From an optimization exercise on the open Yosys and OpenROAD flow, aimed at small area; shortcuts taken in it are not production practice.
Only simulation tests tie the RTL to the original design; equivalence was not proved.

// emedal_sender
module emedal_sender (
    input  wire        clk,
    input  wire        rst,
    input  wire        start,
    input  wire [15:0] start_image_id,
    input  wire [23:0] start_len,
    input  wire        tick,
    output wire        ready,
    output wire [23:0] pl_addr,
    input  wire [7:0]  pl_data,
    output wire        tx_valid,
    output wire [7:0]  tx_data,
    input  wire        tx_ready,
    input  wire [15:0] rx_count,
    input  wire [7:0]  rx_data,
    output wire        rx_pop,
    output wire [2:0]  state,
    output wire [1:0]  last_outcome,
    output wire [1:0]  fail_stage,
    output wire [15:0] fail_index,
    output wire [1:0]  fail_cause,
    output wire [23:0] sent_bytes,
    output wire        nack_valid,
    output wire [15:0] nack_expected,
    output wire [15:0] nack_got
);
    localparam [2:0] S_IDLE = 3'd0, S_DONE = 3'd4;
    localparam [2:0] C_READY = 3'd0, C_WAIT = 3'd4, C_TX = 3'd6, C_CRC = 3'd7,
                     C_READ = 3'd1, C_ACK = 3'd3, C_NOP = 3'd2;
    function [15:0] inc16(input [15:0] x, input ci);
        integer i;
        reg cy;
        begin
            cy = ci;
            for (i = 0; i < 16; i = i + 1) begin
                inc16[i] = x[i] ^ cy;
                cy = x[i] & cy;
            end
        end
    endfunction
    function ge8(input [7:0] x, input [7:0] y);
        integer i;
        reg g;
        begin
            g = 1'b1;
            for (i = 0; i < 8; i = i + 1)
                g = (x[i] & !y[i]) | (!(x[i] ^ y[i]) & g);
            ge8 = g;
        end
    endfunction
    function [19:0] add20_4(input [19:0] x, input [3:0] y);
        integer i;
        reg cy, yb;
        begin
            cy = 1'b0;
            for (i = 0; i < 20; i = i + 1) begin
                yb = (i < 4) ? y[i] : 1'b0;
                add20_4[i] = x[i] ^ yb ^ cy;
                cy = (x[i] & yb) | (cy & (x[i] ^ yb));
            end
        end
    endfunction
    reg [2:0]  fsm;
    reg [2:0]  ctl;
    reg [15:0] seq;        
    reg [23:0] lq;         
  ...
For scale: ~820 cells after synthesis, roughly 100 flip-flops, ~190 I/O pins, about 6100 µm² of cells after synthesis.
==> flow/config.mk <==
export PLATFORM = sky130hd
export DESIGN_NAME = emedal_sender
export DESIGN_NICKNAME = emedal_sender
export VERILOG_FILES = /design/flow/design.v
export SDC_FILE = /design/flow/constraint.sdc
export NUM_CORES = 4
export LEC_CHECK = 0
export CAP_MARGIN = 0
export CORE_MARGIN = 2
export CORE_UTILIZATION = 60
export CTS_BUF_LIST = sky130_fd_sc_hd__clkbuf_8
export SLEW_MARGIN = 0
==> flow/constraint.sdc <==
create_clock -name core_clock -period 15.0 [get_ports {clk}]
set_input_delay 3.0000 -clock core_clock [delete_from_list [all_inputs] [get_ports {clk}]]
set_output_delay 3.0000 -clock core_clock [all_outputs]
set_load 0.01 [all_outputs]
standard.sh (not shown) runs the stock make flow with config.mk's settings and CLKGATE_MAP_FILE= SYNTH_SCRIPT=/design/flow/synth_recipe.tcl, a recipe that flattens the netlist after the stock synthesis.
==> flow/flow/run.sh <==
#!/bin/bash
# Standard ORFS layout (the standard.sh) with these changes to how the
# layout is made:
#  - synthesis leaves adders to ABC (no ADDER_MAP_FILE half/full-adder cell
#    mapping), and ABC maps the combinational logic with an area-oriented
#    script (flow/abc_area_map.script, using amap) instead of ORFS's
#    delay-oriented one; registers come out of synthesis exactly as in the
#    standard flow;
#  - ports are buffered with the smallest buffer, sky130_fd_sc_hd__buf_1;
#  - CTS inserts no dummy loads.
# Each tool's output goes to its own log under orfs/logs; make's to make_finish.log.
set -euo pipefail
rm -rf scripts_mod
cp -r "$FLOW_HOME/scripts" scripts_mod
cp flow/abc_area_map.script scripts_mod/abc_speed.script
bash standard.sh SCRIPTS_DIR="$PWD/scripts_mod" ADDER_MAP_FILE= \
    BUFFER_PORTS_ARGS="-buffer_cell sky130_fd_sc_hd__buf_1" \
    CTS_ARGS="-sink_clustering_enable -repair_clock_nets -buf_list sky130_fd_sc_hd__clkbuf_8 -dont_use_dummy_load -sink_buffer_max_cap_derate 2.0" \
    finish > make_finish.log 2>&1
==> flow/flow/abc_area_map.script <==
strash
dc2
dc2
dch -f
amap -F 4 -A 8
strash
dc2
dch -f
amap -F 4 -A 8
strash
dch -f
amap -F 4 -A 8
topo
The starting point died in 4_1_cts with CTS-0109.
Then changed:
==> flow/flow/run.sh (replaced) <==
#!/bin/bash
# Standard ORFS layout (the standard.sh) with two changes to how the layout
# is made:
#  - ABC maps the combinational logic with an area-oriented script
#    (flow/abc_area_map.script, using amap) instead of ORFS's delay-oriented
#    one; registers come out of synthesis exactly as in the standard flow;
#  - ports are buffered with the smallest buffer, sky130_fd_sc_hd__buf_1.
# Each tool's output goes to its own log under orfs/logs; make's to make_finish.log.
set -euo pipefail
rm -rf scripts_mod
cp -r "$FLOW_HOME/scripts" scripts_mod
cp flow/abc_area_map.script scripts_mod/abc_speed.script
bash standard.sh SCRIPTS_DIR="$PWD/scripts_mod" \
    BUFFER_PORTS_ARGS="-buffer_cell sky130_fd_sc_hd__buf_1" finish > make_finish.log 2>&1
==> flow/flow/abc_area_map.script (replaced) <==
strash
dc2
dc2
dch -f
amap -F 4 -A 8
strash
dch -f
amap -F 4 -A 8
topo
--- a/flow/config.mk
+++ b/flow/config.mk
@@ -8 +8 @@
-export CAP_MARGIN = 0
+export CAP_MARGIN = 20
@@ -10 +10 @@
-export CORE_UTILIZATION = 60
+export CORE_UTILIZATION = 70
@@ -12 +12 @@
-export SLEW_MARGIN = 0
+export SLEW_MARGIN = 20
The changed run produced a clean layout.
Synthesized area increases by 4.8%.
Synthesized cell count goes down by 5.8%.
Then changed:
--- a/flow/flow/run.sh
+++ b/flow/flow/run.sh
@@ -2,2 +2,2 @@
-# Standard ORFS layout (the standard.sh) with two changes to how the layout
-# is made:
+# Standard ORFS layout (the standard.sh) with these changes to how the
+# layout is made:
@@ -7 +7,2 @@
-#  - ports are buffered with the smallest buffer, sky130_fd_sc_hd__buf_1.
+#  - ports are buffered with the smallest buffer, sky130_fd_sc_hd__buf_1;
+#  - CTS inserts no dummy loads.
@@ -14 +15,3 @@
-    BUFFER_PORTS_ARGS="-buffer_cell sky130_fd_sc_hd__buf_1" finish > make_finish.log 2>&1
+    BUFFER_PORTS_ARGS="-buffer_cell sky130_fd_sc_hd__buf_1" \
+    CTS_ARGS="-sink_clustering_enable -repair_clock_nets -buf_list sky130_fd_sc_hd__clkbuf_8 -dont_use_dummy_load" \
+    finish > make_finish.log 2>&1
--- a/flow/config.mk
+++ b/flow/config.mk
@@ -8 +8 @@
-export CAP_MARGIN = 20
+export CAP_MARGIN = 0
@@ -10 +10 @@
-export CORE_UTILIZATION = 70
+export CORE_UTILIZATION = 60
@@ -12 +12 @@
-export SLEW_MARGIN = 20
+export SLEW_MARGIN = 0
Effect: Global-route usage goes down by 6.1 points. Flip-flop and latch count is unchanged. Register-to-register slack gets better by 30 ps. Worst setup slack improved by 67 ps. Via count came out lower by about 5%. Final area is lower by 0.85%. Hold slack barely changes. Count of clock-buffer cells in the layout decreases by 1. Clock skew rose by 22 ps. Maximum frequency grows by 0.82%. Die area grows by about 16%.
Then changed:
--- a/flow/flow/run.sh
+++ b/flow/flow/run.sh
@@ -4,3 +4,5 @@
-#  - ABC maps the combinational logic with an area-oriented script
-#    (flow/abc_area_map.script, using amap) instead of ORFS's delay-oriented
-#    one; registers come out of synthesis exactly as in the standard flow;
+#  - synthesis leaves adders to ABC (no ADDER_MAP_FILE half/full-adder cell
+#    mapping), and ABC maps the combinational logic with an area-oriented
+#    script (flow/abc_area_map.script, using amap) instead of ORFS's
+#    delay-oriented one; registers come out of synthesis exactly as in the
+#    standard flow;
@@ -14 +16 @@
-bash standard.sh SCRIPTS_DIR="$PWD/scripts_mod" \
+bash standard.sh SCRIPTS_DIR="$PWD/scripts_mod" ADDER_MAP_FILE= \
@@ -16 +18 @@
-    CTS_ARGS="-sink_clustering_enable -repair_clock_nets -buf_list sky130_fd_sc_hd__clkbuf_8 -dont_use_dummy_load" \
+    CTS_ARGS="-sink_clustering_enable -repair_clock_nets -buf_list sky130_fd_sc_hd__clkbuf_8 -dont_use_dummy_load -sink_buffer_max_cap_derate 1.5" \
==> flow/flow/abc_area_map.script (replaced) <==
strash
dc2
dc2
dch -f
amap -F 4 -A 8
strash
dc2
dch -f
amap -F 4 -A 8
strash
dch -f
amap -F 4 -A 8
topo
The changed run never finished: it broke off in 4_1_cts with CTS-0109.
Synthesized area goes down by 4.6%.
Synthesized cell count rises by 6.1%.

[separate check: timing with driven ports]
In the flow no input, the clock included, has a driving cell. The finished layouts below were timed again as built, in two steps. Step 1 (the two cells are an assumption about what drives the block):
set clk [get_ports {clk}]
set_driving_cell -lib_cell sky130_fd_sc_hd__clkbuf_16 $clk
set_driving_cell -lib_cell sky130_fd_sc_hd__buf_2 [delete_from_list [all_inputs] $clk]
Step 2, shift: input delay + t, output delay - t, t = (earliest + latest rising clock arrival at the registers) / 2. This alone moves slack from input paths to output paths. Slacks: ideal ports / drivers / drivers and shift; pairs: ideal ports / drivers.
| run | t, ns | setup slack, ns | worst setup path at the end | latest minus earliest clock arrival (ns) | cell pins on the clock port's net |
|---|---|---|---|---|---|
| the second run | 0.413 | 6.732 / 6.697 / 7.111 | register to output | 0.017 / 0.017 | 1 |
| the third run | 0.422 | 6.799 / 6.762 / 7.184 | register to output | 0.039 / 0.040 | 1 |
After both steps setup and hold are still met in every run listed.
